Background: an optimization exercise with open tools, aiming at small area and a short achievable clock period. Do not read the settings as production practice.
Function was checked by simulation only, so behaviour that the tests miss may differ from the original.
Power is estimated from default activity; no workload was simulated.

==> flow/design.v <==
module ddr_constraint (
    input  wire [2:0] state,
    input  wire       ap,
    input  wire       wr_busy,       
    input  wire       rd_busy,       
    input  wire       any_writing,
    input  wire       f_rrd,         
    input  wire       f_rdbus,       
    input  wire       f_wtr,         
    input  wire       f_wrbus,       
    input  wire       f_rtw,         
    output reg  [3:0] code_act,
    output reg  [3:0] code_rd,
    output reg  [3:0] code_wr,
    output reg  [3:0] code_pre
);
    localparam [2:0] S_IDLE = 3'd0, S_ACTIVATING = 3'd1, S_PRECHARGING = 3'd5;
    wire closed = (state == S_IDLE) || (state == S_PRECHARGING);
    always @(*) begin
        if (state == S_PRECHARGING)      code_act = 4'd9;
        else if (f_rrd)                  code_act = 4'd1;
        else if (state != S_IDLE)        code_act = 4'd13;
        else                             code_act = 4'd0;
        if (f_rdbus || any_writing)      code_rd = 4'd10;
        else if (state == S_ACTIVATING)  code_rd = 4'd2;
        else if (closed)                 code_rd = 4'd11;
        else if (ap)                     code_rd = 4'd14;
        else if (f_wtr)                  code_rd = 4'd7;
        else                             code_rd = 4'd0;
        if (f_wrbus)                     code_wr = 4'd10;
        else if (f_rtw)                  code_wr = 4'd5;
        else if (state == S_ACTIVATING)  code_wr = 4'd3;
        else if (closed)                 code_wr = 4'd12;
        else if (ap)                     code_wr = 4'd15;
        else                             code_wr = 4'd0;
        if (wr_busy)                     code_pre = 4'd8;
        else if (state == S_ACTIVATING)  code_pre = 4'd4;
        else if (rd_busy)                code_pre = 4'd6;
        else                             code_pre = 4'd0;
    end
endmodule
module ddr_bank_fsm (
    input  wire       clk,
    input  wire       rst,
    input  wire       run,         
    input  wire       sel,         
    input  wire [1:0] kind,
    input  wire [2:0] l_state,
    input  wire [8:0] l_e,
    input  wire       l_ap,
    input  wire       l_p,
    input  wire [7:0] t_wr,
    input  wire [7:0] t_rp,
    input  wire       rp_nz,       
    input  wire       idle_r,
    input  wire [8:0] rel_r,
    input  wire       idle_w,
    input  wire [8:0] rel_w,
    output reg  [2:0] state,
    output reg        ap,
    output wire       wr_busy,
    output reg        rd_busy
);
    localparam [2:0] S_IDLE = 3'd0, S_ACTIVATING = 3'd1, S_ACTIVE = 3'd2,
                     S_READING = 3'd3, S_WRITING = 3'd4, S_PRECHARGING = 3'd5;
    reg [8:0] e_cnt;
    reg [7:0] rc_cnt;
    wire       rc_nz = (rc_cnt != 8'd0);
    wire [8:0] e_bw;
    wire [7:0] rc_bw;
    genvar g;
    generate
        for (g = 0; g < 9; g = g + 1) begin : g_ebw
            if (g == 0) begin : g0
                assign e_bw[g] = run;
            end else begin : gn
                assign e_bw[g] = run && (e_cnt[g-1:0] == {g{1'b0}});
            end
        end
        for (g = 0; g < 8; g = g + 1) begin : g_rbw
            if (g == 0) begin : g0
                assign rc_bw[g] = run && rc_nz;
            end else begin : gn
                assign rc_bw[g] = run && rc_nz && (rc_cnt[g-1:0] == {g{1'b0}});
            end
        end
    endgenerate
    wire [8:0] e_dec  = e_cnt ^ e_bw;
    wire [7:0] rc_dec = rc_cnt ^ rc_bw;
    assign wr_busy = (state == S_WRITING) || rc_nz;
    wire closed = (state == S_IDLE) || (state == S_PRECHARGING);
    wire load   = sel && !(kind == 2'd3 && closed);
    wire ends   = (e_cnt[8:1] == 8'd0);
    wire step   = run && ends;
    wire phase  = rd_busy && rp_nz;      
    wire pass   = step && !phase;        
    wire is_w   = (state == S_WRITING);
    reg [2:0] p_state;
    always @(*) begin
        case (state)
            S_ACTIVATING:  p_state = S_ACTIVE;
            S_READING:     p_state = !ap ? S_ACTIVE : idle_r ? S_IDLE : S_PRECHARGING;
            S_WRITING:     p_state = !ap ? S_ACTIVE : idle_w ? S_IDLE : S_PRECHARGING;
            S_PRECHARGING: p_state = S_IDLE;
            default:       p_state = state;
        endcase
    end
    always @(posedge clk) begin
        if (rst)
            state <= S_IDLE;
        else if (load)
            state <= l_state;
        else if (pass)
            state <= p_state;
        if (rst)
            ap <= 1'b0;
        else if (load)
            ap <= l_ap;
        else if (pass)
            ap <= 1'b0;
        if (load)
            e_cnt <= l_e;
        else if (step)
            e_cnt <= phase ? {1'b0, t_rp} : is_w ? rel_w : rel_r;
        else
            e_cnt <= e_dec;
        if (rst || (sel && kind == 2'd2) || (pass && is_w))
            rc_cnt <= t_wr;
        else
            rc_cnt <= rc_dec;
        if (rst)
            rd_busy <= 1'b0;
        else if (load)
            rd_busy <= (kind == 2'd1) && l_p;
        else if (step)
            rd_busy <= 1'b0;
    end
endmodule
module ddr_timing_engine (
    input  wire        clk,
    input  wire        rst,
    input  wire [7:0]  cfg_trrd,
    input  wire [7:0]  cfg_trcd,
    input  wire [7:0]  cfg_twtr,
    input  wire [7:0]  cfg_trtw,
    input  wire [7:0]  cfg_twr,
    input  wire [7:0]  cfg_trp,
    input  wire [7:0]  cfg_cas,
    input  wire [7:0]  cfg_wl,
    input  wire [7:0]  cfg_btt,
    input  wire        cmd_valid,
    input  wire [2:0]  cmd_kind,
    input  wire        cmd_ap,
    input  wire        cmd_all,
    input  wire [2:0]  cmd_bank,
    input  wire [2:0]  qry_kind,
    input  wire [2:0]  qry_bank,
    output wire [4:0]  qry_code,
    output wire [31:0] can_issue,
    output wire [23:0] bank_state,
    output wire        fatal,
    output wire [3:0]  fatal_inv,
    output wire [4:0]  fatal_detail
);
    localparam [2:0] S_IDLE = 3'd0, S_ACTIVATING = 3'd1, S_ACTIVE = 3'd2,
                     S_READING = 3'd3, S_WRITING = 3'd4, S_PRECHARGING = 3'd5;
    function [9:0] add10(input [9:0] a, input [9:0] b, input cin);
        integer i;
        reg c;
        begin
            c = cin;
            for (i = 0; i < 10; i = i + 1) begin
                add10[i] = a[i] ^ b[i] ^ c;
                c = (a[i] & b[i]) | (c & (a[i] ^ b[i]));
            end
        end
    endfunction
    function [9:0] dec10(input [9:0] a, input en);
        integer i;
        begin
            for (i = 0; i < 10; i = i + 1)
                dec10[i] = a[i] ^ (en & ((a & ((10'd1 << i) - 10'd1)) == 10'd0));
        end
    endfunction
    function gt10(input [9:0] a, input [9:0] b);
        integer i;
        reg g;
        begin
            g = 1'b0;
            for (i = 0; i < 10; i = i + 1)
                g = (a[i] & ~b[i]) | (a[i] & g) | (~b[i] & g);
            gt10 = g;
        end
    endfunction
    wire [9:0] cas_x = {2'b00, cfg_cas};
    wire [9:0] wl_x  = {2'b00, cfg_wl};
    wire [9:0] btt_x = {2'b00, cfg_btt};
    wire [9:0] rpn_x = {2'b00, ~cfg_trp};                               
    wire [8:0] cb_m1  = add10(~(cas_x ^ btt_x), {cas_x[8:0] | btt_x[8:0], 1'b0}, 1'b0);
    wire [8:0] wb_m1  = add10(~(wl_x ^ btt_x),  {wl_x[8:0] | btt_x[8:0], 1'b0}, 1'b0);
    wire       rd_imm = (cfg_cas == 8'd0) && (cfg_btt == 8'd1);           
    wire       wr_imm = (cfg_wl == 8'd0) && (cfg_btt == 8'd1);            
    wire [8:0] trcd_m1 = dec10({2'b00, cfg_trcd}, 1'b1);
    wire [8:0] trp_m1  = dec10({2'b00, cfg_trp}, 1'b1);
    wire [9:0] tt_s = cas_x ^ btt_x ^ rpn_x;
    wire [9:0] tt_c = (cas_x & btt_x) | (cas_x & rpn_x) | (btt_x & rpn_x);
    wire [9:0] tt   = add10(tt_s, {tt_c[8:0], 1'b0}, 1'b0);
    wire       idle_r  = tt[9] | tt[8];                                  
    wire [8:0] rel_r   = add10({2'b00, ~tt[7:0]}, 10'd0, 1'b1);          
    wire [8:0] rel_w   = add10({2'b00, cfg_twr}, {2'b00, cfg_trp}, 1'b0);
    wire       idle_w  = (cfg_twr == 8'd0) && (cfg_trp == 8'd0);
    wire       l_p     = tt[9] | (tt[8] & (tt[7:0] != 8'd0));            
    wire [8:0] cb_rp   = {tt[9], tt[7:0]};                               
    reg  [1:0] fenc;           
    reg  [3:0] fdet;
    assign fatal        = |fenc;
    assign fatal_inv    = {fenc[1] & fenc[0], fenc[1] & ~fenc[0], fenc[1] & ~fenc[0], |fenc};
    assign fatal_detail = {1'b0, fdet};
    wire [2:0]  st   [0:7];
    wire [7:0]  apf, wrf, rpf;
    wire [3:0]  code [0:31];     
    wire [7:0]  writing;
    wire        any_writing = |writing;
    wire        f_rrd, f_wrbus;
    reg         f_rdbus, f_rdw, f_rtw, f_wrw, f_wtr;
    wire [3:0] cc_act, cc_rd, cc_wr, cc_pre;
    ddr_constraint u_cmd_chk (
        .state(st[cmd_bank]), .ap(apf[cmd_bank]),
        .wr_busy(wrf[cmd_bank]), .rd_busy(rpf[cmd_bank]),
        .any_writing(any_writing), .f_rrd(f_rrd),
        .f_rdbus(f_rdbus), .f_wtr(f_wtr), .f_wrbus(f_wrbus), .f_rtw(f_rtw),
        .code_act(cc_act), .code_rd(cc_rd), .code_wr(cc_wr), .code_pre(cc_pre)
    );
    wire [3:0] cmd_code = (cmd_kind[1:0] == 2'd0) ? cc_act :
                          (cmd_kind[1:0] == 2'd1) ? cc_rd  :
                          (cmd_kind[1:0] == 2'd2) ? cc_wr  : cc_pre;
    wire pre_all  = (cmd_kind == 3'd3) && cmd_all;
    wire reserved = cmd_kind[2] && (cmd_kind[1:0] != 2'b00);
    wire bank_cmd = !cmd_kind[2] && !pre_all;
    wire legal    = (cmd_code == 4'd0);
    wire go     = cmd_valid && !fatal;
    wire raise  = go && (pre_all || reserved || (bank_cmd && !legal));
    wire commit = go && bank_cmd && legal;
    wire run    = !(fatal || raise);
    wire [1:0] raise_enc = pre_all ? 2'd2 : reserved ? 2'd3 : 2'd1;
    wire [3:0] raise_det = pre_all ? 4'd0 : reserved ? {1'b0, cmd_kind} : cmd_code;
    always @(posedge clk) begin
        if (rst) begin
            fenc <= 2'd0;
            fdet <= 4'd0;
        end else begin
            fenc <= fenc | ({2{raise}} & raise_enc);
            fdet <= fdet | ({4{raise}} & raise_det);
        end
    end
    wire c_act = commit && (cmd_kind[1:0] == 2'd0);
    wire c_rd  = commit && (cmd_kind[1:0] == 2'd1);
    wire c_wr  = commit && (cmd_kind[1:0] == 2'd2);
    reg  [2:0] l_state;
    reg  [8:0] l_e;
    reg        l_ap;
    always @(*) begin
        l_ap = 1'b0;
        l_e  = 9'd0;
        case (cmd_kind[1:0])
            2'd0: begin
                l_state = (cfg_trcd[7:1] == 7'd0) ? S_ACTIVE : S_ACTIVATING;
                l_e     = trcd_m1;
            end
            2'd1: begin
                if (!rd_imm) begin
                    l_state = S_READING;
                    l_e     = l_p ? cb_rp[8:0] : cb_m1;
                    l_ap    = cmd_ap;
                end else if (!cmd_ap) begin
                    l_state = S_ACTIVE;
                end else begin
                    l_state = idle_r ? S_IDLE : S_PRECHARGING;
                    l_e     = rel_r;
                end
            end
            2'd2: begin
                if (!wr_imm) begin
                    l_state = S_WRITING;
                    l_e     = wb_m1;
                    l_ap    = cmd_ap;
                end else if (!cmd_ap) begin
                    l_state = S_ACTIVE;
                end else begin
                    l_state = idle_w ? S_IDLE : S_PRECHARGING;
                    l_e     = rel_w;
                end
            end
            default: begin
                l_state = (cfg_trp[7:1] == 7'd0) ? S_IDLE : S_PRECHARGING;
                l_e     = trp_m1;
            end
        endcase
    end
    reg  [7:0] act_cnt;
    reg  [9:0] rd_off, wr_off;
    assign f_rrd   = (act_cnt != 8'd0);
    assign f_wrbus = f_wrw | f_rdw;
    wire [7:0] act_src = (rst || c_act) ? cfg_trrd : act_cnt;
    wire [7:0] act_nxt = dec10({2'b00, act_src}, !rst && run && (act_src != 8'd0));
    wire [9:0] cb_off = {cb_m1[8], ~cb_m1[8], cb_m1[7:0]};              
    wire [9:0] wb_off = {wb_m1[8], ~wb_m1[8], wb_m1[7:0]};
    wire [9:0] rd_nxt = rst ? 10'd256 : c_rd ? cb_off :
                        dec10(rd_off, run && (f_rdbus | f_rdw | f_rtw));
    wire [9:0] wr_nxt = rst ? 10'd256 : c_wr ? wb_off :
                        dec10(wr_off, run && (f_wrw | f_wtr));
    wire [9:0] cas_off   = {2'b01, cfg_cas};
    wire [9:0] wl_off    = {2'b01, cfg_wl};
    wire [9:0] wlrtw_off = add10({2'b00, cfg_wl}, {2'b00, ~cfg_trtw}, 1'b1);   
    wire [9:0] wtr_off   = add10({2'b00, ~cfg_twtr}, 10'd0, 1'b1);            
    always @(posedge clk) begin
        act_cnt <= act_nxt;
        rd_off  <= rd_nxt;
        wr_off  <= wr_nxt;
        f_rdbus <= gt10(rd_nxt, cas_off);
        f_rdw   <= gt10(rd_nxt, wl_off);
        f_rtw   <= gt10(rd_nxt, wlrtw_off);
        f_wrw   <= gt10(wr_nxt, wl_off);
        f_wtr   <= gt10(wr_nxt, wtr_off);
    end
    genvar b, k;
    generate
        for (b = 0; b < 8; b = b + 1) begin : g_bank
            wire sel = commit && (cmd_bank == b);
            ddr_bank_fsm u_fsm (
                .clk(clk), .rst(rst), .run(run),
                .sel(sel), .kind(cmd_kind[1:0]),
                .l_state(l_state), .l_e(l_e), .l_ap(l_ap), .l_p(l_p),
                .t_wr(cfg_twr), .t_rp(cfg_trp), .rp_nz(cfg_trp != 8'd0),
                .idle_r(idle_r), .rel_r(rel_r), .idle_w(idle_w), .rel_w(rel_w),
                .state(st[b]), .ap(apf[b]), .wr_busy(wrf[b]), .rd_busy(rpf[b])
            );
            assign writing[b] = (st[b] == S_WRITING);
            assign bank_state[3*b +: 3] = st[b];
            ddr_constraint u_chk (
                .state(st[b]), .ap(apf[b]), .wr_busy(wrf[b]), .rd_busy(rpf[b]),
                .any_writing(any_writing), .f_rrd(f_rrd),
                .f_rdbus(f_rdbus), .f_wtr(f_wtr), .f_wrbus(f_wrbus), .f_rtw(f_rtw),
                .code_act(code[4*b+0]), .code_rd(code[4*b+1]),
                .code_wr(code[4*b+2]), .code_pre(code[4*b+3])
            );
            for (k = 0; k < 4; k = k + 1) begin : g_kind
                assign can_issue[4*b+k] = (code[4*b+k] == 4'd0);
            end
        end
    endgenerate
    wire [7:0] b_pre, b_idle, b_actg, b_ap, b_wrb, b_rdb, qsel;
    genvar q;
    generate
        for (q = 0; q < 8; q = q + 1) begin : g_q
            assign b_pre[q]  = (st[q] == S_PRECHARGING);
            assign b_idle[q] = (st[q] == S_IDLE);
            assign b_actg[q] = (st[q] == S_ACTIVATING);
            assign b_ap[q]   = apf[q];
            assign b_wrb[q]  = wrf[q];
            assign b_rdb[q]  = rpf[q];
            assign qsel[q]   = (qry_bank == q);
        end
    endgenerate
    wire q_pre  = |(qsel & b_pre);
    wire q_idle = |(qsel & b_idle);
    wire q_actg = |(qsel & b_actg);
    wire q_ap   = |(qsel & b_ap);
    wire q_wrb  = |(qsel & b_wrb);
    wire q_rdb  = |(qsel & b_rdb);
    wire q_open = !(q_pre | q_idle | q_actg);
    wire rd_bus = f_rdbus | any_writing;
    reg [3:0] qa, qr, qw, qp;
    always @(*) begin
        qa = q_pre ? 4'd9 : f_rrd ? 4'd1 : !q_idle ? 4'd13 : 4'd0;
        qr = rd_bus ? 4'd10 : q_actg ? 4'd2 : !q_open ? 4'd11 : q_ap ? 4'd14 : f_wtr ? 4'd7 : 4'd0;
        qw = f_wrbus ? 4'd10 : f_rtw ? 4'd5 : q_actg ? 4'd3 : !q_open ? 4'd12 : q_ap ? 4'd15 : 4'd0;
        qp = q_wrb ? 4'd8 : q_actg ? 4'd4 : q_rdb ? 4'd6 : 4'd0;
    end
    wire [3:0] kd = {qry_kind == 3'd3, qry_kind == 3'd2, qry_kind == 3'd1, qry_kind == 3'd0};
    assign qry_code = {qry_kind[2] & (qry_kind[1:0] != 2'b00),
                       ({4{kd[0]}} & qa) | ({4{kd[1]}} & qr) | ({4{kd[2]}} & qw) | ({4{kd[3]}} & qp)};
endmodule
==> flow/flow/run.sh <==
#!/bin/bash
# The standard layout (standard.sh, unchanged synthesis) with these
# changes to how the layout is built:
#  - port buffers are the small sky130_fd_sc_hd__buf_1 instead of the
#    resizer's default pick (every input and output still gets a buffer);
#  - clock tree synthesis with clkbuf_8 (12-sink clusters) and without dummy loads;
set -euo pipefail
export BUFFER_PORTS_ARGS="-buffer_cell sky130_fd_sc_hd__buf_1"
export CTS_ARGS="-sink_clustering_enable -repair_clock_nets -dont_use_dummy_load -buf_list {sky130_fd_sc_hd__clkbuf_8} -root_buf sky130_fd_sc_hd__clkbuf_8 -sink_clustering_size 12 -sink_clustering_max_diameter 60"
export SETUP_SLACK_MARGIN=11
bash standard.sh > standard.log 2>&1
==> flow/standard.sh <==
#!/bin/bash
# synth_recipe.tcl (not shown) runs the flow's synth.tcl, then flattens the netlist and writes it again
# the make line also repeats each setting of config.mk as NAME=value (left out here)
make -C /OpenROAD-flow-scripts/flow DESIGN_CONFIG=/design/flow/config.mk WORK_HOME=/design/flow/orfs CLKGATE_MAP_FILE= SYNTH_SCRIPT=/design/flow/synth_recipe.tcl "${@:-finish}"
==> flow/config.mk <==
export PLATFORM = sky130hd
export DESIGN_NAME = ddr_timing_engine
export DESIGN_NICKNAME = ddr_timing_engine
export VERILOG_FILES = /design/flow/design.v
export SDC_FILE = /design/flow/constraint.sdc
export NUM_CORES = 4
export LEC_CHECK = 0
export ABC_AREA = 1
export CAP_MARGIN = 20
export CORE_MARGIN = 2
export CORE_UTILIZATION = 50
export SLEW_MARGIN = 20
==> flow/constraint.sdc <==
create_clock -name core_clock -period 20.0 [get_ports {clk}]
set_input_delay 4.0000 -clock core_clock [delete_from_list [all_inputs] [get_ports {clk}]]
set_output_delay 4.0000 -clock core_clock [all_outputs]
set_load 0.01 [all_outputs]
==> flow_metrics.py, run 1 <==
metrics = {
    "run_status": {
        "status": "finished clean",
    },
    "place": {
        "place_ws_ns": 9.61,
        "port-buffer-count": 158,
        "dp_hpwl_um": 54400,
        "gp_congestion": 1.02,
        "post-place-cells": 3382,
    },
    "cts": {
        "clkLatencyLatePin_ns": 0.67,
        "cts_buffers": 28,
        "cts_root_buf": "clkbuf_8",
        "cts_tree": "yes",
        "worst_setup_hold_path_clk_slew_ns": 0.07,
        "clock_sinks": 215,
        "cts_hold_buf": 0,
        "cts_max_level": 1,
        "clockBufferDepth": 3,
    },
    "floorplanning": {
        "core-area_um2": 34700,
        "ios": 160,
        "die_y_um": 192,
        "initial_core_util": 0.510,
        "die_area_um2": 37000,
        "die_x_um": 192,
        "fp-row-count": 68,
    },
    "final_layout": {
        "fin_nets": 3175,
        "drive_gt1_frac": 0.0621,
        "syn2layout_area_growth_pct": 10.2,
        "fin_util": 0.562,
        "nFillCells": 3527,
        "multi_input_area_um2": 11500,
        "seq_area_um2": 4300,
        "fin_cells": 3434,
    },
    "setup_path": {
        "startpoint_type": "primary input",
        "critical_path_arrival_ns": 5.98,
        "setup.worst_path.end_class": "output pin",
        "crit_fanout": 5,
        "critical_path_class": "primary input to output pin",
        "required_ns": 16.00,
    },
    "synthesis": {
        "ys_seq_elements": 215,
        "yosysTopAreaCell": "dfxtp_1",
        "seq_area_frac_synth": 0.243,
        "syn_nets": 3039,
        "synth_area_leaders": "dfxtp_1, nand2_1, inv_1",
        "ys_types": 61,
        "synth_top_area_frac": 0.243,
        "async_flop_share": 0,
        "synth_area_per_cell_um2": 6.23,
        "yosysWarnings": 3,
        "synth-main-ff-cell": "dfxtp_1",
        "syn_inst": 2844,
        "synth-edff-count": 0,
        "syn_area_um2": 17700,
    },
    "route": {
        "first_pass_iters": 8,
        "drc_errors": 0,
        "routed_via_density": 5.87,
        "drtIter0Drc": 2177,
        "vias": 20153,
        "wl_um": 70500,
        "wl_per_cell_um": 20.5,
        "drtAntennaViolNets": 0,
    },
    "timing": {
        "slew_headroom": 0.284,
        "fin_crit_ns": 9.98,
        "setup_viol": 0,
        "tightest_slew_ns": 1.07,
        "slew_viol_final": 0,
        "finalWorstSetupSlack_ns": 10.02,
        "hold_viol": 0,
        "rsz0062_at_grt": "yes",
        "period_share": 0.499,
        "timing.fmax_mhz": 100,
        "skew_ns": 0.0959,
        "fin_tns_setup_ns": 0,
    },
    "power_and_ir_drop": {
        "total_power_w": 0.00179,
        "powerDensity_nw_per_um2": 91.9,
        "vdd_ir_drop_max_mv": 0.0602,
        "p_leak_nw": 9.25,
    },
    "grt": {
        "grt_pass1_wl_um": 105000,
        "antenna_found_initial": 4,
        "grt_usage": 0.373,
        "grt_max_degree": 36,
        "grt_pass1_vias": 18317,
        "overflow": 0,
    },
    "worst_hold_path": {
        "hold_path.class": "register to register",
    },
    "flow_run": {
        "cap_violations": 0,
    },
}
[placed cells by master, fill, tap and decap left out, types with 40 or more instances in the layout]
master | synthesis | final
a21oi_1 | 138 | 133
a31oi_1 | 47 | 46
buf_1 | 3 | 147
buf_4 | 5 | 45
dfxtp_1 | 215 | 215
fa_1 | 40 | 40
ha_1 | 66 | 66
inv_1 | 449 | 440
nand2_1 | 601 | 598
nand3_1 | 166 | 164
nor2_1 | 331 | 323
nor3_1 | 51 | 43
o211ai_1 | 82 | 82
o21ai_0 | 290 | 288
xor2_1 | 43 | 43
[report_power, final]
part | internal (W) | switching (W) | total, W
Clock | 0.000123 | 0.000173 | 0.000295
Combinational | 0.000314 | 0.000553 | 0.000867
Sequential | 0.000550 | 0.0000816 | 0.000631
[logic make-up (layout without fill, tap and decap cells)]
| kind of cell | count (synthesis) | after routing | share of synthesized area |
|---|---|---|---|
| AOI/OAI and AO/OA | 642 | 642 | 0.208 |
| xor gates and xnor gates | 52 | 52 | 0.0257 |
| adders and majority gates | 106 | 106 | 0.0918 |
| buffers and inverters | 560 | 694 | 0.123 |
| DFF | 215 | 215 | 0.243 |
| muxes | 2 | 2 | 0.00120 |
| other | 1 | 2 | 0.000212 |
| and+or+nand+nor | 1266 | 1266 | 0.307 |
[repair_timing]
action / in CTS / in global routing
setup buffers: 10 / 13
pin swaps: 11 / 12
resized for setup: 28 / 52
endpoints found under the setup margin: 14 / 52
[cell usage after synthesis, types with 3 or more instances]
master     number
buf_6           6
ha_1           66
nand2_4         3
fa_1           40
o21ai_1         6
nand4_1        39
o22ai_1        18
or2_1           7
o21bai_1        3
nor2_1        331
buf_1           3
clkinv_1        6
nor3_1         51
nand2_1       601
a21oi_1       138
nor2_2          3
xor2_1         43
buf_4           5
o221ai_1        3
o2111ai_1       3
a211oi_1        9
inv_1         449
dfxtp_1       215
xnor2_1         9
a32oi_1         8
nand3_1       166
o21ai_0       290
o21a_1          5
nand2_2        11
a221oi_1        5
buf_2           9
nor4_1         16
clkbuf_1       73
nand3b_1       10
or2_2          10
a22oi_1        11
o31ai_1         4
a31oi_1        47
nand3_2         6
inv_2           7
o311ai_0        3
o211ai_1       82
[final cells by class]
type / instances / area share
tap: 455 / 0.0292
antenna: 1 / 0.000128
timing repair buffer: 203 / 0.0510
inverter: 463 / 0.0909
clock buffer: 28 / 0.0197
multi-input combinational: 2069 / 0.589
sequential: 215 / 0.220
[final timing paths]
path / start / end / slack [ns] / cells after the start
worst max register to register: g_bank[1].u_fsm.state[1] / g_bank[7].u_fsm.e_cnt[8] / 14.09 / 23
worst max-delay path: qry_bank[2] / qry_code[3] / 10.02 / 15
worst min register to register: g_bank[5].u_fsm.ap / g_bank[5].u_fsm.ap / 0.47 / 2
worst min-delay path: g_bank[5].u_fsm.ap / g_bank[5].u_fsm.ap / 0.47 / 2
[metal layers]
| metal | share of wire | global-route usage | vias up |
|---|---|---|---|
| met2 | 0.45 | 0.618 | 1027 |
| met5 | 0.00050 | 0 | - |
| met4 | 0.045 | 0.142 | 6 |
| met1 | 0.40 | 0.474 | 9272 |
| li1 | - | - | 9613 |
| met3 | 0.10 | 0.0775 | 235 |
[per-stage QoR]
step | area (µm²) | hold WS [ns]
after floorplan | 17800 | 0.439
after global placement | 18700 | 0.451
after detailed placement | 18700 | 0.455
after CTS | 19200 | 0.465
after global routing | 19500 | 0.484
final | 19500 | 0.465
[registers in the layout, summed over array words and instances, names as in the netlist, 2 cells and up]
register,cells
wr_off,10
fdet,4
act_cnt,8
g_bank.u_fsm.rc_cnt,64
g_bank.u_fsm.ap,8
rd_off,10
g_bank.u_fsm.rd_busy,8
g_bank.u_fsm.e_cnt,72
fenc,2
g_bank.u_fsm.state,24
[critical path, stage by stage]
cell	delay, ns
buf_8	0.13
inv_8	0.08
nor3_4	0.05
inv_2	0.09
buf_4	0.12
o22ai_2	0.07
nor4_4	0.29
inv_1	0.12
nor3_2	0.21
nand2_1	0.12
nand2_2	0.11
o21ai_2	0.06
a221oi_2	0.26
o41ai_2	0.12
buf_2	0.15
==> run 2: changes to the inputs <==
--- a/flow/flow/run.sh
+++ b/flow/flow/run.sh
@@ -7,5 +7,5 @@
 set -euo pipefail
 export BUFFER_PORTS_ARGS="-buffer_cell sky130_fd_sc_hd__buf_1"
 export CTS_ARGS="-sink_clustering_enable -repair_clock_nets -dont_use_dummy_load -buf_list {sky130_fd_sc_hd__clkbuf_8} -root_buf sky130_fd_sc_hd__clkbuf_8 -sink_clustering_size 12 -sink_clustering_max_diameter 60"
-export SETUP_SLACK_MARGIN=11
+export SETUP_SLACK_MARGIN=12
 bash standard.sh > standard.log 2>&1
==> run 2 against run 1 <==
Against the previous run:
- largest cell class unchanged
- die area unchanged
- setup slack better by 0.089 ns
- largest power group unchanged
- clock-buffer cell count decreased by 1
- clock skew down 0.039 ns
- synthesized cell count is the same
==> flow_metrics.py, run 2 <==
metrics = {
    "setup_path": {
        "startpoint_type": "primary input",
        "required_ns": 16.00,
        "setup.worst_path.end_class": "output pin",
        "reg2reg_depth": 26,
        "cp_cell_sequence": "buf_12 > clkinv_8 > nor3_4 > inv_2 > nor2_2 > a2111oi_4 > and2_4 > inv_2 > nor3_4 > nand2_2 > nand2_4 > o21ai_2 > a221oi_2 > o41ai_1 > buf_2",
        "crit_fanout": 4,
        "r2r_slack_ns": 14.65,
        "critPathMaxStageDelay_ns": 0.33,
        "cp-startpoint": "qry_bank[0]",
        "timing.rr.end": "f_rdbus",
        "critical_path_class": "primary input to output pin",
        "critPathCapture": "qry_code[3]",
        "cp_slowest_cell": "a2111oi_4",
        "reg2reg_from": "g_bank[1].u_fsm.state[0]",
        "critical_path_arrival_ns": 5.89,
    },
    "power_and_ir_drop": {
        "p_leak_nw": 9.29,
        "powerDensity_nw_per_um2": 91.8,
        "total_power_w": 0.00182,
        "vdd_ir_drop_max_mv": 0.0622,
    },
    "route": {
        "first_pass_iters": 7,
        "drtAntennaViolNets": 0,
        "drtIter0Drc": 1905,
        "wl_per_cell_um": 20.6,
        "vias": 20243,
        "routed_via_density": 5.89,
        "drc_errors": 0,
        "wl_um": 70700,
    },
    "run_status": {
        "status": "finished clean",
    },
    "synthesis": {
        "synth_area_leaders": "dfxtp_1, nand2_1, inv_1",
        "synth_top_family_by_area": "simple AND/OR/NAND/NOR gates",
        "muxShareOfSynthArea": 0.00120,
        "yosysWarnings": 3,
        "async_flop_share": 0,
        "ys_types": 61,
        "synth-main-ff-cell": "dfxtp_1",
        "synth_top_area_frac": 0.243,
        "syn_nets": 3039,
        "synth_area_per_cell_um2": 6.23,
        "syn_area_um2": 17700,
        "synthAdderAreaFrac": 0.0918,
        "synth_commonest_cells": "nand2_1, inv_1, nor2_1",
        "synth-xor-area-share": 0.0257,
        "syn_inst": 2844,
        "yosysTopAreaCell": "dfxtp_1",
        "ys_seq_elements": 215,
        "synth_compound_area_frac": 0.208,
        "synth-edff-count": 0,
        "synth_most_common_cell": "nand2_1",
        "seq_area_frac_synth": 0.243,
        "synth-simple-area-share": 0.307,
    },
    "timing": {
        "whs_ns": 0.473,
        "rsz0062_at_grt": "yes",
        "finalWorstSetupSlack_ns": 10.11,
        "slew_headroom": 0.302,
        "fin_crit_ns": 9.89,
        "hold_viol": 0,
        "setup_viol": 0,
        "fin_tns_setup_ns": 0,
        "tightest_slew_ns": 1.04,
        "timing.fmax_mhz": 101,
        "skew_ns": 0.0569,
        "period_share": 0.494,
        "slew_viol_final": 0,
    },
    "floorplanning": {
        "die_x_um": 192,
        "die_area_um2": 37000,
        "ios": 160,
        "initial_core_util": 0.510,
        "die_y_um": 192,
        "fp-row-count": 68,
        "core-area_um2": 34700,
    },
    "grt": {
        "antenna_found_initial": 3,
        "grt_usage": 0.374,
        "overflow": 0,
        "grt_pass1_wl_um": 105000,
        "grt_pass1_vias": 18468,
        "grt_max_degree": 46,
    },
    "cts": {
        "clkLatencyLatePin_ns": 0.62,
        "cts_hold_buf": 0,
        "clockBufferDepth": 3,
        "cts_tree": "yes",
        "cts_buffers": 27,
        "cts_root_buf": "clkbuf_8",
        "worst_setup_hold_path_clk_slew_ns": 0.06,
        "clock_sinks": 215,
        "cts_max_level": 1,
    },
    "place": {
        "gp_congestion": 1.03,
        "place_ws_ns": 9.56,
        "dp_hpwl_um": 54300,
        "port-buffer-count": 158,
    },
    "flow_run": {
        "cap_violations": 0,
    },
    "final_layout": {
        "final_cell_mix": "nand2_1, inv_1, nor2_1",
        "reg_top3": "g_bank.u_fsm.e_cnt: 72 flops, g_bank.u_fsm.rc_cnt: 64 flops, g_bank.u_fsm.state: 24 flops",
        "fin_nets": 3177,
        "fin_util": 0.572,
        "drive_gt1_frac": 0.0859,
        "syn2layout_area_growth_pct": 12.2,
        "final_common_cell": "nand2_1",
        "top_register": "g_bank.u_fsm.e_cnt",
        "largest_reg_flops": 72,
    },
    "worst_hold_path": {
        "hold-path-cell-count": 2,
        "hold_path.class": "register to register",
    },
}
run 2: worst min path at each step:
stage | slack (ns) | from | to
after CTS | 0.47 | g_bank[1].u_fsm.ap | g_bank[1].u_fsm.ap
after floorplan | 0.44 | g_bank[0].u_fsm.ap | g_bank[0].u_fsm.ap
after detailed placement | 0.46 | g_bank[5].u_fsm.ap | g_bank[5].u_fsm.ap
after global placement | 0.45 | g_bank[4].u_fsm.ap | g_bank[4].u_fsm.ap
after global routing | 0.49 | g_bank[5].u_fsm.ap | g_bank[5].u_fsm.ap
final | 0.47 | g_bank[5].u_fsm.ap | g_bank[5].u_fsm.ap
run 2: metrics by stage:
stage | area (µm²) | instances
5_1_grt | 19900 | 3435
6_report | 19900 | 3438
3_5_place_dp | 18700 | 3380
2_1_floorplan | 17900 | 2844
4_1_cts | 19600 | 3430
3_3_place_gp | 18700 | 3380
run 2: area by class of cell:
type	instances	area (µm²)
fill	3530	14800
antenna	3	7.51
tap	455	569
multi-input combinational	2069	11700
sequential	215	4300
inverter	463	1810
clock buffer	27	372
timing repair buffer	205	1110
timing repair inverter	1	5.00
run 2: timing repair:
item,CTS,global route
buffers inserted,22,5
pin swaps,34,25
cloned,1,0
resized for setup,110,57
setup endpoints to repair,154,123
run 2: cells by family after synthesis:
| family | after synthesis |
|---|---|
| AOI/OAI and AO/OA | 642 |
| xor gates and xnor gates | 52 |
| adders and majority gates | 106 |
| buffers and inverters | 560 |
| DFF | 215 |
| muxes | 2 |
| other | 1 |
| and+or+nand+nor | 1266 |
run 2: critical path, delay by kind of cell:
kind                   cells  cell delay [ns]
buffers and inverters      5             0.45
AO/OA/AOI/OAI              4             0.72
AND/OR/NAND/NOR            6             0.70
run 2: metal layers:
metal	routed length, µm	up-vias	GRT usage
li1	-	9595	-
met1	28500	9352	0.483
met2	31700	1084	0.615
met3	7720	208	0.0837
met4	2780	4	0.125
met5	23	-	0
run 2: power breakdown:
part	internal, W	switching (W)	leakage, nW
logic	0.000333	0.000570	7.31
registers	0.000549	0.0000810	1.79
clock network	0.000119	0.000171	0.194
==> run 3: changes to the inputs <==
--- a/flow/design.v
+++ b/flow/design.v
@@ -349,34 +349,41 @@
             end
         end
     endgenerate
-    wire [7:0] b_pre, b_idle, b_actg, b_ap, b_wrb, b_rdb, qsel;
+    wire [7:0] b_pre, b_idle, b_actg, b_cl, b_ca, b_oa, b_wrb, b_rdb, qsel;
     genvar q;
     generate
         for (q = 0; q < 8; q = q + 1) begin : g_q
             assign b_pre[q]  = (st[q] == S_PRECHARGING);
             assign b_idle[q] = (st[q] == S_IDLE);
             assign b_actg[q] = (st[q] == S_ACTIVATING);
-            assign b_ap[q]   = apf[q];
+            assign b_cl[q]   = b_pre[q] | b_idle[q];
+            assign b_ca[q]   = b_cl[q] | apf[q];
+            assign b_oa[q]   = !b_cl[q] & apf[q];
             assign b_wrb[q]  = wrf[q];
             assign b_rdb[q]  = rpf[q];
             assign qsel[q]   = (qry_bank == q);
         end
     endgenerate
-    wire q_pre  = |(qsel & b_pre);
-    wire q_idle = |(qsel & b_idle);
-    wire q_actg = |(qsel & b_actg);
-    wire q_ap   = |(qsel & b_ap);
-    wire q_wrb  = |(qsel & b_wrb);
-    wire q_rdb  = |(qsel & b_rdb);
-    wire q_open = !(q_pre | q_idle | q_actg);
-    wire rd_bus = f_rdbus | any_writing;
-    reg [3:0] qa, qr, qw, qp;
-    always @(*) begin
-        qa = q_pre ? 4'd9 : f_rrd ? 4'd1 : !q_idle ? 4'd13 : 4'd0;
-        qr = rd_bus ? 4'd10 : q_actg ? 4'd2 : !q_open ? 4'd11 : q_ap ? 4'd14 : f_wtr ? 4'd7 : 4'd0;
-        qw = f_wrbus ? 4'd10 : f_rtw ? 4'd5 : q_actg ? 4'd3 : !q_open ? 4'd12 : q_ap ? 4'd15 : 4'd0;
-        qp = q_wrb ? 4'd8 : q_actg ? 4'd4 : q_rdb ? 4'd6 : 4'd0;
-    end
+    wire P  = |(qsel & b_pre);
+    wire I  = |(qsel & b_idle);
+    wire G  = |(qsel & b_actg);
+    wire C  = |(qsel & b_cl);
+    wire CA = |(qsel & b_ca);
+    wire OA = |(qsel & b_oa);
+    wire W  = |(qsel & b_wrb);
+    wire R  = |(qsel & b_rdb);
+    wire rbus = f_rdbus | any_writing;
+    wire wx   = !f_wrbus & !f_rtw;
+    wire [3:0] qa = {P | (!f_rrd & !I), !P & !f_rrd & !I, 1'b0, !I | f_rrd};
+    wire [3:0] qr = {rbus | (!G & CA),
+                     !rbus & !G & !C & (CA | f_wtr),
+                     rbus | G | CA | f_wtr,
+                     !rbus & !G & (C | (!CA & f_wtr))};
+    wire [3:0] qw = {f_wrbus | (wx & !G & CA),
+                     !f_wrbus & (f_rtw | (!G & CA)),
+                     f_wrbus | (wx & G) | (wx & !G & OA),
+                     !f_wrbus & (f_rtw | G | OA)};
+    wire [3:0] qp = {W, !W & (G | R), !W & !G & R, 1'b0};
     wire [3:0] kd = {qry_kind == 3'd3, qry_kind == 3'd2, qry_kind == 3'd1, qry_kind == 3'd0};
     assign qry_code = {qry_kind[2] & (qry_kind[1:0] != 2'b00),
                        ({4{kd[0]}} & qa) | ({4{kd[1]}} & qr) | ({4{kd[2]}} & qw) | ({4{kd[3]}} & qp)};
--- a/flow/flow/run.sh
+++ b/flow/flow/run.sh
@@ -7,5 +7,5 @@
 set -euo pipefail
 export BUFFER_PORTS_ARGS="-buffer_cell sky130_fd_sc_hd__buf_1"
 export CTS_ARGS="-sink_clustering_enable -repair_clock_nets -dont_use_dummy_load -buf_list {sky130_fd_sc_hd__clkbuf_8} -root_buf sky130_fd_sc_hd__clkbuf_8 -sink_clustering_size 12 -sink_clustering_max_diameter 60"
-export SETUP_SLACK_MARGIN=12
+export SETUP_SLACK_MARGIN=11
 bash standard.sh > standard.log 2>&1
==> run 3 against run 2 <==
Against the previous run:
- design area down 2.9%
- synthesized cell count fell by 0.84%
- critical endpoint is now qry_code[2]
- largest power group unchanged
- non-clock buffer count fell by 18
- still clean on timing, DRC and antenna
- highest routed layer is now met4
- clock-buffer cell count increased by 1
- largest cell class unchanged
==> flow_metrics.py, run 3 <==
metrics = {
    "final_layout": {
        "reg_top3": "g_bank.u_fsm.e_cnt: 72 flops, g_bank.u_fsm.rc_cnt: 64 flops, g_bank.u_fsm.state: 24 flops",
        "final_common_cell": "nand2_1",
        "nFillCells": 3562,
        "fin_util": 0.557,
        "largest_reg_flops": 72,
        "final_cell_mix": "nand2_1, inv_1, o21ai_0",
        "drive_gt1_frac": 0.0569,
        "antenna_cells": 0,
        "top_register": "g_bank.u_fsm.e_cnt",
        "syn2layout_area_growth_pct": 9.42,
        "fin_nets": 3148,
    },
    "cts": {
        "worst_setup_hold_path_clk_slew_ns": 0.07,
        "cts_tree": "yes",
        "clock_sinks": 215,
        "cts_root_buf": "clkbuf_8",
        "clkLatencyLatePin_ns": 0.65,
        "cts_hold_buf": 0,
        "cts_buffers": 28,
        "clockBufferDepth": 3,
        "cts_max_level": 1,
    },
    "synthesis": {
        "synth_area_per_cell_um2": 6.25,
        "synth-xor-area-share": 0.0219,
        "synthAdderAreaFrac": 0.0923,
        "seq_area_frac_synth": 0.244,
        "synth_top_family_by_area": "simple AND/OR/NAND/NOR gates",
        "muxShareOfSynthArea": 0.00114,
        "ys_seq_elements": 215,
        "synth_compound_area_frac": 0.216,
        "syn_area_um2": 17600,
        "synth-edff-count": 0,
        "synth-simple-area-share": 0.305,
        "synth_commonest_cells": "nand2_1, inv_1, o21ai_0",
        "yosysTopAreaCell": "dfxtp_1",
        "ys_types": 58,
        "synth_area_leaders": "dfxtp_1, nand2_1, inv_1",
        "synth_most_common_cell": "nand2_1",
        "yosysWarnings": 3,
        "synth_top_area_frac": 0.244,
        "syn_nets": 3015,
        "synth-main-ff-cell": "dfxtp_1",
        "async_flop_share": 0,
        "syn_inst": 2820,
    },
    "setup_path": {
        "setup.worst_path.end_class": "output pin",
        "critical_path_class": "primary input to output pin",
        "r2r_slack_ns": 14.55,
        "reg2reg_from": "g_bank[3].u_fsm.state[1]",
        "crit_fanout": 4,
        "required_ns": 16.00,
        "startpoint_type": "primary input",
        "timing.rr.end": "g_bank[2].u_fsm.rc_cnt[2]",
        "critical_path_arrival_ns": 5.67,
        "reg2reg_depth": 24,
    },
    "grt": {
        "use_met2": 0.619,
        "grt_pass1_wl_um": 105000,
        "grt_usage": 0.372,
        "overflow": 0,
        "top_usage_layer": "met2",
        "grtUsageMet3": 0.0576,
        "grt_pass1_vias": 18847,
        "grt_max_degree": 68,
        "met1_usage": 0.470,
        "antenna_found_initial": 1,
    },
    "power_and_ir_drop": {
        "vdd_ir_drop_max_mv": 0.0624,
        "p_clk_frac": 0.162,
        "p_leak_nw": 8.96,
        "power.switching_w": 0.000802,
        "powerDensity_nw_per_um2": 92.8,
        "power_frac_seq": 0.352,
        "total_power_w": 0.00179,
        "p_comb_frac": 0.486,
        "p_int_w": 0.000988,
        "switching_share": 0.448,
    },
    "timing": {
        "fin_crit_ns": 9.67,
        "tightest_slew_ns": 1.12,
        "hold_viol": 0,
        "setup_viol": 0,
        "slew_headroom": 0.252,
        "period_share": 0.483,
        "slew_viol_final": 0,
        "skew_ns": 0.0656,
        "timing.fmax_mhz": 103,
        "fin_tns_setup_ns": 0,
        "rsz0062_at_grt": "yes",
    },
    "floorplanning": {
        "fp-row-count": 68,
        "ios": 160,
        "initial_core_util": 0.509,
        "die_area_um2": 36800,
        "die_x_um": 192,
        "die_y_um": 192,
        "core-area_um2": 34600,
    },
    "route": {
        "first_pass_iters": 8,
        "routed_via_density": 5.92,
        "wl_per_cell_um": 20.4,
        "drc_errors": 0,
        "drtAntennaViolNets": 0,
        "vias": 20147,
        "wl_um": 69300,
        "drtIter0Drc": 1934,
    },
    "worst_hold_path": {
        "hold_path.class": "register to register",
        "hold-path-cell-count": 1,
        "min-delay-start": "fdet[3]",
        "holdPathEnd": "fdet[3]",
    },
    "place": {
        "port-buffer-count": 158,
        "dp_hpwl_um": 54000,
        "gp_congestion": 0.990,
    },
    "flow_run": {
        "cap_violations": 0,
    },
    "run_status": {
        "status": "finished clean",
    },
}
[run 3: cell types whose count changed in the layout (fill, tap and decap cells not counted), moves of 12 or more]
cell,change
a21oi_1,-15
buf_4,-13
fa_1,+12
fa_2,-12
nand2_1,+18
nor2_1,-41
nor3_1,+21
o21ai_0,+24
o21ai_1,+12
[run 3: what timing repair did]
item | CTS | global route
cloned | 0 | 1
endpoints found under the setup margin | 12 | 68
pin swaps | 7 | 3
buffers inserted | 5 | 6
resized for setup | 36 | 25
[run 3: worst max-delay path by stage]
stage / from / to / slack [ns] / depth (start not counted)
2_1_floorplan: qry_bank[0] / qry_code[1] / 10.71 / 12
3_3_place_gp: qry_bank[2] / qry_code[1] / 9.88 / 14
3_5_place_dp: qry_bank[2] / qry_code[1] / 9.90 / 14
4_1_cts: qry_bank[0] / qry_code[1] / 10.21 / 14
5_1_grt: qry_bank[0] / qry_code[1] / 10.23 / 14
6_report: qry_bank[0] / qry_code[2] / 10.33 / 15
[run 3: routing by layer]
metal  wire length [µm]  share of wire
met5                  0              0
met4               3930          0.057
met3               6250          0.090
met2              31500           0.45
met1              27600           0.40
[run 3: critical path, stage by stage]
cell      delay, ns
buf_12         0.10
nor2_4         0.05
nand2_4        0.06
inv_4          0.03
a22oi_2        0.15
nand3_2        0.14
nor4_4         0.25
inv_2          0.08
buf_4          0.16
nor2_4         0.09
nand2_1        0.06
nor2_1         0.10
o21ai_0        0.09
o211ai_1       0.12
buf_2          0.17
[run 3: cell families (layout without fill, tap and decap cells)]
| kind of cell | count (synthesis) | after routing |
|---|---|---|
| compound gates | 661 | 661 |
| xor+xnor | 44 | 44 |
| fa+ha+maj | 106 | 106 |
| buf+inv | 541 | 672 |
| flops | 215 | 215 |
| mux | 2 | 2 |
| other cells | 1 | 1 |
| simple gates | 1250 | 1250 |
[run 3: layout make-up]
type	count	area (µm²)	area share
Clock buffer	28	385	0.0200
Sequential cell	215	4300	0.223
Multi-Input combinational cell	2064	11400	0.592
Tap cell	455	569	0.0295
Timing Repair inverter	1	7.51	0.000389
Timing Repair Buffer	187	870	0.0451
Inverter	456	1730	0.0898
[run 3: per-stage QoR]
| stage | cells | hold WS (ns) | setup WS (ns) | instance area, µm² |
|---|---|---|---|---|
| 3_3_place_gp | 3366 | 0.457 | 9.88 | 18600 |
| 5_1_grt | 3406 | 0.500 | 10.23 | 19300 |
| 2_1_floorplan | 2820 | 0.447 | 10.71 | 17700 |
| 4_1_cts | 3399 | 0.474 | 10.21 | 19100 |
| 3_5_place_dp | 3366 | 0.462 | 9.90 | 18600 |
| 6_report | 3406 | 0.478 | 10.33 | 19300 |
[run 3: power by group through the flow]
stage / clock [W] / combinational (W) / sequential (W)
floorplan: 0 / 0.000617 / 0.000615
CTS: 0.000294 / 0.000843 / 0.000628
detailed placement: 0 / 0.000834 / 0.000636
global route: 0.000308 / 0.000979 / 0.000644
global placement: 0 / 0.000815 / 0.000634
finish: 0.000290 / 0.000870 / 0.000631
==> run 4: changes to the inputs <==
--- a/flow/flow/run.sh
+++ b/flow/flow/run.sh
@@ -7,5 +7,5 @@
 set -euo pipefail
 export BUFFER_PORTS_ARGS="-buffer_cell sky130_fd_sc_hd__buf_1"
 export CTS_ARGS="-sink_clustering_enable -repair_clock_nets -dont_use_dummy_load -buf_list {sky130_fd_sc_hd__clkbuf_8} -root_buf sky130_fd_sc_hd__clkbuf_8 -sink_clustering_size 12 -sink_clustering_max_diameter 60"
-export SETUP_SLACK_MARGIN=11
+export SETUP_SLACK_MARGIN=10.5
 bash standard.sh > standard.log 2>&1
==> run 4 against run 3 <==
Against the previous run:
- wire length is 1.3% higher
- area after synthesis stayed put
- setup slack worse by 0.013 ns
- synthesized cell count stayed put
- fmax shrank 0.13%
- final cell count unchanged
- first-iteration DRC count increased by 19%
- worst hold slack better by 0.0015 ns
- clock power is 4% lower
- sequential cell count stayed put
- largest power group unchanged
==> flow_metrics.py, run 4 <==
metrics = {
    "setup_path": {
        "cp_cell_sequence": "buf_12 > inv_6 > nor3_2 > a22o_1 > nor4_4 > inv_2 > nor4_2 > o311a_1 > buf_4 > nand2_2 > nand2_1 > nand3_1 > buf_2",
        "required_ns": 16.00,
        "startpoint_type": "primary input",
        "reg2reg_from": "g_bank[1].u_fsm.state[1]",
        "reg2reg_depth": 26,
        "crit_fanout": 4,
        "timing.rr.end": "g_bank[1].u_fsm.rc_cnt[2]",
        "setup.worst_path.end_class": "output pin",
        "cp_slowest_cell": "nor4_4",
        "critical_path_class": "primary input to output pin",
        "r2r_slack_ns": 14.67,
        "critical_path_arrival_ns": 5.68,
        "critPathMaxStageDelay_ns": 0.31,
    },
    "floorplanning": {
        "initial_core_util": 0.509,
        "fp-row-count": 68,
        "die_y_um": 192,
        "core-area_um2": 34600,
        "die_area_um2": 36800,
        "die_x_um": 192,
        "ios": 160,
    },
    "worst_hold_path": {
        "holdPathEnd": "g_bank[5].u_fsm.rc_cnt[3]",
        "hold_path.class": "register to register",
        "min-delay-start": "g_bank[5].u_fsm.rc_cnt[3]",
        "hold-path-cell-count": 2,
    },
    "grt": {
        "overflow": 0,
        "antenna_found_initial": 1,
        "met1_usage": 0.477,
        "grt_usage": 0.375,
        "grt_max_degree": 67,
        "use_met2": 0.615,
        "grt_pass1_wl_um": 105000,
        "top_usage_layer": "met2",
        "grtUsageMet3": 0.0647,
        "grt_pass1_vias": 18465,
    },
    "final_layout": {
        "design_area_um2": 19200,
        "drive_gt1_frac": 0.0519,
        "final_common_cell": "nand2_1",
        "final_cell_mix": "nand2_1, inv_1, o21ai_0",
        "top_register": "g_bank.u_fsm.e_cnt",
        "largest_reg_flops": 72,
        "fin_nets": 3147,
        "reg_top3": "g_bank.u_fsm.e_cnt: 72 flops, g_bank.u_fsm.rc_cnt: 64 flops, g_bank.u_fsm.state: 24 flops",
        "syn2layout_area_growth_pct": 9.06,
    },
    "power_and_ir_drop": {
        "power.switching_w": 0.000805,
        "p_comb_frac": 0.490,
        "vdd_ir_drop_max_mv": 0.0685,
        "p_int_w": 0.000978,
        "p_leak_nw": 8.93,
        "power_frac_seq": 0.354,
        "p_clk_frac": 0.156,
        "powerDensity_nw_per_um2": 92.7,
        "switching_share": 0.451,
    },
    "synthesis": {
        "syn_area_um2": 17600,
        "synth-main-ff-cell": "dfxtp_1",
        "yosysWarnings": 3,
        "syn_nets": 3015,
        "ys_seq_elements": 215,
        "synth_top_area_frac": 0.244,
        "synth_commonest_cells": "nand2_1, inv_1, o21ai_0",
        "async_flop_share": 0,
        "ys_types": 58,
        "seq_area_frac_synth": 0.244,
        "syn_inst": 2820,
        "synth_area_per_cell_um2": 6.25,
        "yosysTopAreaCell": "dfxtp_1",
        "synth_most_common_cell": "nand2_1",
        "synth-edff-count": 0,
        "synth_area_leaders": "dfxtp_1, nand2_1, inv_1",
    },
    "timing": {
        "setup_viol": 0,
        "slew_headroom": 0.266,
        "slew_viol_final": 0,
        "timing.fmax_mhz": 103,
        "whs_ns": 0.480,
        "skew_ns": 0.0822,
        "fin_tns_setup_ns": 0,
        "rsz0062_at_grt": "yes",
        "fin_crit_ns": 9.68,
        "period_share": 0.484,
        "tightest_slew_ns": 1.10,
        "finalWorstSetupSlack_ns": 10.32,
        "hold_viol": 0,
    },
    "route": {
        "routed_via_density": 5.94,
        "drtIter0Drc": 2297,
        "wl_um": 70200,
        "drc_errors": 0,
        "vias": 20220,
        "first_pass_iters": 8,
        "drtAntennaViolNets": 0,
        "wl_per_cell_um": 20.6,
    },
    "cts": {
        "cts_tree": "yes",
        "worst_setup_hold_path_clk_slew_ns": 0.08,
        "cts_root_buf": "clkbuf_8",
        "clock_sinks": 215,
        "clkLatencyLatePin_ns": 0.62,
        "clockBufferDepth": 3,
        "cts_max_level": 1,
        "cts_buffers": 26,
        "cts_hold_buf": 0,
    },
    "place": {
        "gp_congestion": 1.05,
        "port-buffer-count": 158,
        "place_ws_ns": 9.68,
        "dp_hpwl_um": 54900,
        "placed_cell_area_um2": 18600,
    },
    "flow_run": {
        "cap_violations": 0,
    },
    "run_status": {
        "status": "finished clean",
    },
}
==> run 4: cell counts after synthesis <==
No cell type changed its count.
==> run 4: what timing repair did <==
action,CTS,global route
endpoints found under the hold margin,0,0
resized for setup,41,21
setup endpoints to repair,4,12
buffers inserted,6,3
pin swaps,9,10
==> run 4: worst max path at each step <==
| stage | from | to | slack, ns | cells after the start |
|---|---|---|---|---|
| 3_5_place_dp | qry_bank[0] | qry_code[1] | 9.68 | 14 |
| 4_1_cts | qry_bank[1] | qry_code[0] | 10.16 | 15 |
| 3_3_place_gp | qry_bank[0] | qry_code[1] | 9.66 | 14 |
| 6_report | qry_bank[1] | qry_code[0] | 10.32 | 13 |
| 5_1_grt | qry_bank[1] | qry_code[0] | 10.22 | 13 |
| 2_1_floorplan | qry_bank[0] | qry_code[1] | 10.52 | 12 |
==> run 4: through the flow <==
step	std cells	total power [W]	utilization
3_3_place_gp	3369	0.00145	0.536
5_1_grt	3405	0.00192	0.555
4_1_cts	3401	0.00176	0.551
2_1_floorplan	2820	0.00123	-
6_report	3406	0.00178	0.555
3_5_place_dp	3369	0.00147	0.536
==> run 4: cell families (layout without fill, tap and decap cells) <==
family	count (synthesis)	count (layout)	synth area share
buffers and inverters	541	671	0.119
other	1	2	0.000213
AO/OA/AOI/OAI	661	661	0.216
multiplexers	2	2	0.00114
flip-flops	215	215	0.244
AND/OR/NAND/NOR	1250	1250	0.305
XOR/XNOR	44	44	0.0219
adder cells (fa/ha/maj)	106	106	0.0923
==> run 4: power by group through the flow <==
stage / combinational (W) / clock (W) / sequential, W
finish: 0.000873 / 0.000279 / 0.000631
global placement: 0.000819 / 0 / 0.000633
CTS: 0.000848 / 0.000284 / 0.000627
global route: 0.000975 / 0.000297 / 0.000644
floorplan: 0.000616 / 0 / 0.000615
detailed placement: 0.000838 / 0 / 0.000636
==> run 4: final cells by class <==
class	count	area, µm²
Clock buffer	26	358
Timing Repair Buffer	189	870
Sequential cell	215	4300
Antenna cell	1	2.50
Tap cell	455	569
Inverter	456	1730
Multi-Input combinational cell	2064	11400
Fill cell	3534	15400
==> run 4: metal layers <==
| layer | part of all wire | vias to the layer above |
|---|---|---|
| met5 | 0 | - |
| met4 | 0.057 | 0 |
| met3 | 0.096 | 244 |
| met2 | 0.45 | 1049 |
| met1 | 0.40 | 9326 |
| li1 | - | 9601 |
==> run 4: worst max-delay path, delay by kind of cell <==
kind | cells | cell delay, ns
AND/OR/NAND/NOR | 6 | 0.69
buffers and inverters | 5 | 0.55
AO/OA/AOI/OAI | 2 | 0.47
==> run 5: changes to the inputs <==
--- a/flow/config.mk
+++ b/flow/config.mk
@@ -8,5 +8,5 @@
 export ABC_AREA = 1
 export CAP_MARGIN = 20
 export CORE_MARGIN = 2
-export CORE_UTILIZATION = 50
+export CORE_UTILIZATION = 60
 export SLEW_MARGIN = 20
==> run 5 against run 4 <==
Against the previous run:
- still clean on timing, DRC and antenna
- total power shrank 1.0%
- sequential power up 0.6%
- worst hold slack got worse by 0.0044 ns
==> flow_metrics.py, run 5 <==
metrics = {
    "run_status": {
        "status": "finished clean",
    },
    "synthesis": {
        "synth-main-ff-cell": "dfxtp_1",
        "yosysWarnings": 3,
        "yosysTopAreaCell": "dfxtp_1",
        "syn_area_um2": 17600,
        "synth_most_common_cell": "nand2_1",
        "synth_area_per_cell_um2": 6.25,
        "async_flop_share": 0,
        "ys_seq_elements": 215,
        "syn_nets": 3015,
        "ys_types": 58,
        "synth-edff-count": 0,
        "synth_commonest_cells": "nand2_1, inv_1, o21ai_0",
        "synth_top_area_frac": 0.244,
        "synth_area_leaders": "dfxtp_1, nand2_1, inv_1",
        "seq_area_frac_synth": 0.244,
        "syn_inst": 2820,
    },
    "power_and_ir_drop": {
        "powerDensity_nw_per_um2": 92.5,
        "vdd_ir_drop_max_mv": 0.0739,
        "p_leak_nw": 8.89,
    },
    "timing": {
        "fin_crit_ns": 9.85,
        "slew_viol_final": 0,
        "period_share": 0.493,
        "fin_tns_setup_ns": 0,
        "hold_viol": 0,
        "skew_ns": 0.0966,
        "setup_viol": 0,
        "rsz0062_at_grt": "yes",
        "slew_headroom": 0.297,
        "whs_ns": 0.475,
        "tightest_slew_ns": 1.06,
        "timing.fmax_mhz": 101,
    },
    "final_layout": {
        "fin_nets": 3139,
        "multi_input_area_um2": 11400,
        "final_cell_mix": "nand2_1, inv_1, o21ai_0",
        "final_common_cell": "nand2_1",
        "largest_reg_flops": 72,
        "top_register": "g_bank.u_fsm.e_cnt",
        "drive_gt1_frac": 0.0496,
        "seq_area_um2": 4300,
        "syn2layout_area_growth_pct": 8.23,
        "nFillCells": 2688,
        "fin_util": 0.663,
        "reg_top3": "g_bank.u_fsm.e_cnt: 72 flops, g_bank.u_fsm.rc_cnt: 64 flops, g_bank.u_fsm.state: 24 flops",
    },
    "cts": {
        "cts_buffers": 25,
        "clkLatencyLatePin_ns": 0.61,
        "cts_root_buf": "clkbuf_8",
        "cts_max_level": 1,
        "clock_sinks": 215,
        "worst_setup_hold_path_clk_slew_ns": 0.08,
        "clockBufferDepth": 3,
        "cts_hold_buf": 0,
        "cts_tree": "yes",
    },
    "place": {
        "gp_congestion": 1.08,
        "dp_hpwl_um": 51600,
        "port-buffer-count": 158,
    },
    "setup_path": {
        "critPathMaxStageDelay_ns": 0.32,
        "crit_fanout": 4,
        "cp_common_cell": "nor3_2",
        "critical_path_arrival_ns": 5.85,
        "cp_slowest_cell": "nor3_2",
        "startpoint_type": "primary input",
        "required_ns": 16.00,
        "cp_cell_sequence": "buf_8 > clkinvlp_4 > nor3_2 > inv_1 > nor3_2 > nor4_4 > inv_2 > buf_4 > nor2_4 > nand2_1 > nor2_1 > o21ai_0 > o211ai_1 > buf_2",
        "setup.worst_path.end_class": "output pin",
        "critical_path_class": "primary input to output pin",
    },
    "route": {
        "vias": 20740,
        "wl_um": 66600,
        "wl_per_cell_um": 20.0,
        "routed_via_density": 6.23,
        "drtAntennaViolNets": 0,
        "drtIter0Drc": 2472,
        "first_pass_iters": 9,
        "drc_errors": 0,
    },
    "floorplanning": {
        "core-area_um2": 28800,
        "die_y_um": 175,
        "ios": 160,
        "die_x_um": 175,
        "initial_core_util": 0.612,
        "die_area_um2": 30800,
        "fp-row-count": 62,
    },
    "grt": {
        "grt_pass1_wl_um": 102000,
        "grt_max_degree": 68,
        "overflow": 0,
        "grt_pass1_vias": 19297,
        "grt_usage": 0.420,
        "antenna_found_initial": 1,
    },
    "flow_run": {
        "cap_violations": 0,
    },
    "worst_hold_path": {
        "hold_path.class": "register to register",
    },
}
run 5: cell counts after synthesis:
No cell type changed its count.
run 5: repair_timing:
action | 4_1_cts | 5_1_grt
buffers inserted | 7 | 1
cloned | 0 | 0
setup endpoints to repair | 4 | 12
resized for setup | 41 | 14
endpoints found under the hold margin | 0 | 0
pin swaps | 9 | 5
run 5: cell type report:
cell class | count | area share
multi-input cells | 2064 | 0.598
flip-flops and latches | 215 | 0.226
inverters | 456 | 0.0899
repair buffers | 182 | 0.0433
well taps | 384 | 0.0252
clock buffers | 25 | 0.0180
diodes | 1 | 0.000131
run 5: path summary, 6_finish.rpt:
kind                                 start                       end  slack (ns)  depth (start not counted)
setup / recovery               qry_bank[1]               qry_code[2]       10.15                         14
hold / removal                     fdet[3]                   fdet[3]        0.48                          1
setup reg to reg  g_bank[3].u_fsm.state[1]  g_bank[1].u_fsm.state[1]       14.51                         22
hold reg to reg                    fdet[3]                   fdet[3]        0.48                          1
run 5: kinds of logic (layout without fill, tap and decap cells):
| group | Yosys count | after routing | synth area share |
|---|---|---|---|
| AND/OR/NAND/NOR | 1250 | 1250 | 0.305 |
| flip-flops | 215 | 215 | 0.244 |
| XOR/XNOR | 44 | 44 | 0.0219 |
| AO/OA/AOI/OAI | 661 | 661 | 0.216 |
| buffers and inverters | 541 | 663 | 0.119 |
| adder cells (fa/ha/maj) | 106 | 106 | 0.0923 |
| multiplexers | 2 | 2 | 0.00114 |
| other | 1 | 2 | 0.000213 |
run 5: metal layers:
layer | track usage | wire, µm | share of wire
met5 | 0 | 0 | 0
met4 | 0.249 | 4640 | 0.070
met3 | 0.0736 | 7290 | 0.11
met2 | 0.696 | 30200 | 0.45
met1 | 0.511 | 24500 | 0.37
run 5: power by group:
part | leakage, nW | switching, W | internal (W) | total (W)
registers | 1.79 | 0.0000848 | 0.000550 | 0.000635
logic | 6.93 | 0.000546 | 0.000312 | 0.000858
clock network | 0.180 | 0.000162 | 0.000110 | 0.000272
total | 8.89 | 0.000792 | 0.000972 | 0.00176
run 5: worst max-delay path, delay by kind of cell:
family                 cells  cell delay [ns]
AOI/OAI and AO/OA          2             0.35
buffers and inverters      6             0.75
and+or+nand+nor            6             0.73
run 5: per-stage QoR:
step                      area [µm²]  std cells  power, W  worst slack, ns
after floorplan                17600       2820   0.00123            10.52
after global placement         18400       3293   0.00142             9.76
after detailed placement       18400       3293   0.00146             9.69
after CTS                      19000       3325   0.00173            10.18
after global routing           19100       3327   0.00189            10.10
final                          19100       3327   0.00176            10.15
==> run 6: changes to the inputs <==
--- a/flow/design.v
+++ b/flow/design.v
@@ -88,8 +88,7 @@
     wire [8:0] e_dec  = e_cnt ^ e_bw;
     wire [7:0] rc_dec = rc_cnt ^ rc_bw;
     assign wr_busy = (state == S_WRITING) || rc_nz;
-    wire closed = (state == S_IDLE) || (state == S_PRECHARGING);
-    wire load   = sel && !(kind == 2'd3 && closed);
+    wire load   = sel;
     wire ends   = (e_cnt[8:1] == 8'd0);
     wire step   = run && ends;
     wire phase  = rd_busy && rp_nz;      
@@ -253,6 +252,8 @@
             fdet <= fdet | ({4{raise}} & raise_det);
         end
     end
+    wire cmd_closed = (st[cmd_bank] == S_IDLE) || (st[cmd_bank] == S_PRECHARGING);
+    wire commit_ld  = commit && !(cmd_kind[1:0] == 2'd3 && cmd_closed);
     wire c_act = commit && (cmd_kind[1:0] == 2'd0);
     wire c_rd  = commit && (cmd_kind[1:0] == 2'd1);
     wire c_wr  = commit && (cmd_kind[1:0] == 2'd2);
@@ -326,7 +327,7 @@
     genvar b, k;
     generate
         for (b = 0; b < 8; b = b + 1) begin : g_bank
-            wire sel = commit && (cmd_bank == b);
+            wire sel = commit_ld && (cmd_bank == b);
             ddr_bank_fsm u_fsm (
                 .clk(clk), .rst(rst), .run(run),
                 .sel(sel), .kind(cmd_kind[1:0]),
--- a/flow/config.mk
+++ b/flow/config.mk
@@ -8,5 +8,5 @@
 export ABC_AREA = 1
 export CAP_MARGIN = 20
 export CORE_MARGIN = 2
-export CORE_UTILIZATION = 60
+export CORE_UTILIZATION = 50
 export SLEW_MARGIN = 20
==> run 6 against run 5 <==
Against the previous run:
- still clean
- via count decreased by 3.6%
- design area increased by 1.1%
- die area increased by 19%
- clock power increased by 3%
- first-iteration DRC count decreased by 23%
- global-route usage decreased by 4.8 points
- combinational power decreased by 1%
- critical path type unchanged
- largest cell class unchanged
- largest power group unchanged
==> flow_metrics.py, run 6 <==
metrics = {
    "route": {
        "drtAntennaViolNets": 0,
        "drtIter0Drc": 1893,
        "wl_um": 69400,
    },
    "final_layout": {
        "reg_top3": "g_bank.u_fsm.e_cnt: 72 flops, g_bank.u_fsm.rc_cnt: 64 flops, g_bank.u_fsm.state: 24 flops",
        "nFillCells": 3539,
        "final_cell_mix": "nand2_1, inv_1, nor2_1",
        "top_register": "g_bank.u_fsm.e_cnt",
        "fin_nets": 3119,
        "antenna_cells": 0,
        "largest_reg_flops": 72,
        "drive_gt1_frac": 0.0558,
    },
    "setup_path": {
        "critical_path_arrival_ns": 5.69,
        "r2r_slack_ns": 14.00,
        "startpoint_type": "primary input",
        "required_ns": 16.00,
        "critPathCapture": "qry_code[1]",
        "crit_fanout": 5,
    },
    "synthesis": {
        "async_flop_share": 0,
        "synth_commonest_cells": "nand2_1, inv_1, nor2_1",
        "ys_seq_elements": 215,
        "synth_area_leaders": "dfxtp_1, nand2_1, inv_1",
        "syn_area_um2": 17600,
    },
    "cts": {
        "clkLatencyLatePin_ns": 0.61,
        "worst_setup_hold_path_clk_slew_ns": 0.07,
        "clock_sinks": 215,
        "clockBufferDepth": 3,
    },
    "timing": {
        "whs_ns": 0.477,
        "fin_tns_setup_ns": 0,
        "finalWorstSetupSlack_ns": 10.31,
        "skew_ns": 0.0719,
        "period_share": 0.484,
    },
    "floorplanning": {
        "initial_core_util": 0.509,
        "die_y_um": 191,
        "core-area_um2": 34500,
    },
    "power_and_ir_drop": {
        "switching_share": 0.448,
        "vdd_ir_drop_max_mv": 0.0665,
        "total_power_w": 0.00176,
        "p_leak_nw": 8.94,
        "p_clk_frac": 0.160,
    },
    "grt": {
        "antenna_found_initial": 0,
        "use_met2": 0.619,
        "grtUsageMet3": 0.0692,
        "met1_usage": 0.465,
        "grt_usage": 0.372,
    },
    "place": {
        "port-buffer-count": 158,
        "gp_congestion": 1.05,
    },
    "flow_run": {
        "cap_violations": 0,
    },
    "run_status": {
        "status": "finished clean",
    },
    "worst_hold_path": {
        "hold_path.class": "register to register",
    },
}
==> run 6: power groups by stage <==
stage	Combinational [W]	Sequential [W]	Clock [W]
2_1_floorplan	0.000600	0.000619	0
6_report	0.000846	0.000630	0.000280
3_3_place_gp	0.000798	0.000635	0
3_5_place_dp	0.000813	0.000637	0
4_1_cts	0.000822	0.000628	0.000285
5_1_grt	0.000950	0.000644	0.000303
==> run 6: how the worst min path moves through the flow <==
stage / start / endpoint / slack [ns]
2_1_floorplan: g_bank[1].u_fsm.e_cnt[8] / g_bank[1].u_fsm.e_cnt[8] / 0.44
3_3_place_gp: fdet[3] / fdet[3] / 0.46
3_5_place_dp: fdet[1] / fdet[1] / 0.46
4_1_cts: g_bank[4].u_fsm.e_cnt[8] / g_bank[4].u_fsm.e_cnt[8] / 0.48
5_1_grt: g_bank[4].u_fsm.e_cnt[8] / g_bank[4].u_fsm.e_cnt[8] / 0.49
6_report: g_bank[4].u_fsm.e_cnt[8] / g_bank[4].u_fsm.e_cnt[8] / 0.48
==> run 6: routing by layer <==
layer | vias up | wire, µm
met5 | - | 0
met4 | 0 | 3580
met3 | 232 | 6470
met2 | 1074 | 31800
met1 | 9163 | 27500
li1 | 9534 | -
==> run 6: kinds of logic after synthesis <==
family / synth area share
buf+inv: 0.117
simple gates: 0.307
compound gates: 0.212
other cells: 0.000213
fa+ha+maj: 0.0933
mux: 0.00178
xor+xnor: 0.0234
flops: 0.245
==> run 6: area by class of cell <==
type                       count  area (µm²)  share of cell area
clock buffer                  26         358              0.0185
tap                          455         569              0.0295
sequential                   215        4300               0.223
timing repair buffer         186         852              0.0442
multi-input combinational   2045       11500               0.595
inverter                     449        1720              0.0893
==> run 6: through the flow <==
step / cell area (µm²) / utilization
2_1_floorplan: 17600 / -
3_3_place_gp: 18500 / 0.535
3_5_place_dp: 18500 / 0.535
4_1_cts: 19100 / 0.553
5_1_grt: 19300 / 0.559
6_report: 19300 / 0.559
==> run 6: worst max-delay path: stages <==
cell      delay (ns)
buf_12          0.12
inv_8           0.08
nor3_4          0.05
inv_2           0.12
nor3_4          0.06
nor4_4          0.37
buf_4           0.20
inv_6           0.05
nor4_4          0.17
o21ai_1         0.12
nand2_1         0.09
o311ai_2        0.10
buf_2           0.16
==> run 6: repair_timing <==
action                                  in CTS  in global routing
pin swaps                                    8                 19
gates resized for setup                     53                 39
setup buffers                                5                  6
endpoints found under the setup margin       4                  7

Check on run 6: ideal ports give 10.313 ns setup slack; a clkbuf_16 on the clock port and buf_2 on the inputs give 10.249 ns; moving port delays by the midpoint clock arrival (0.631 ns) as well gives 10.249 ns.
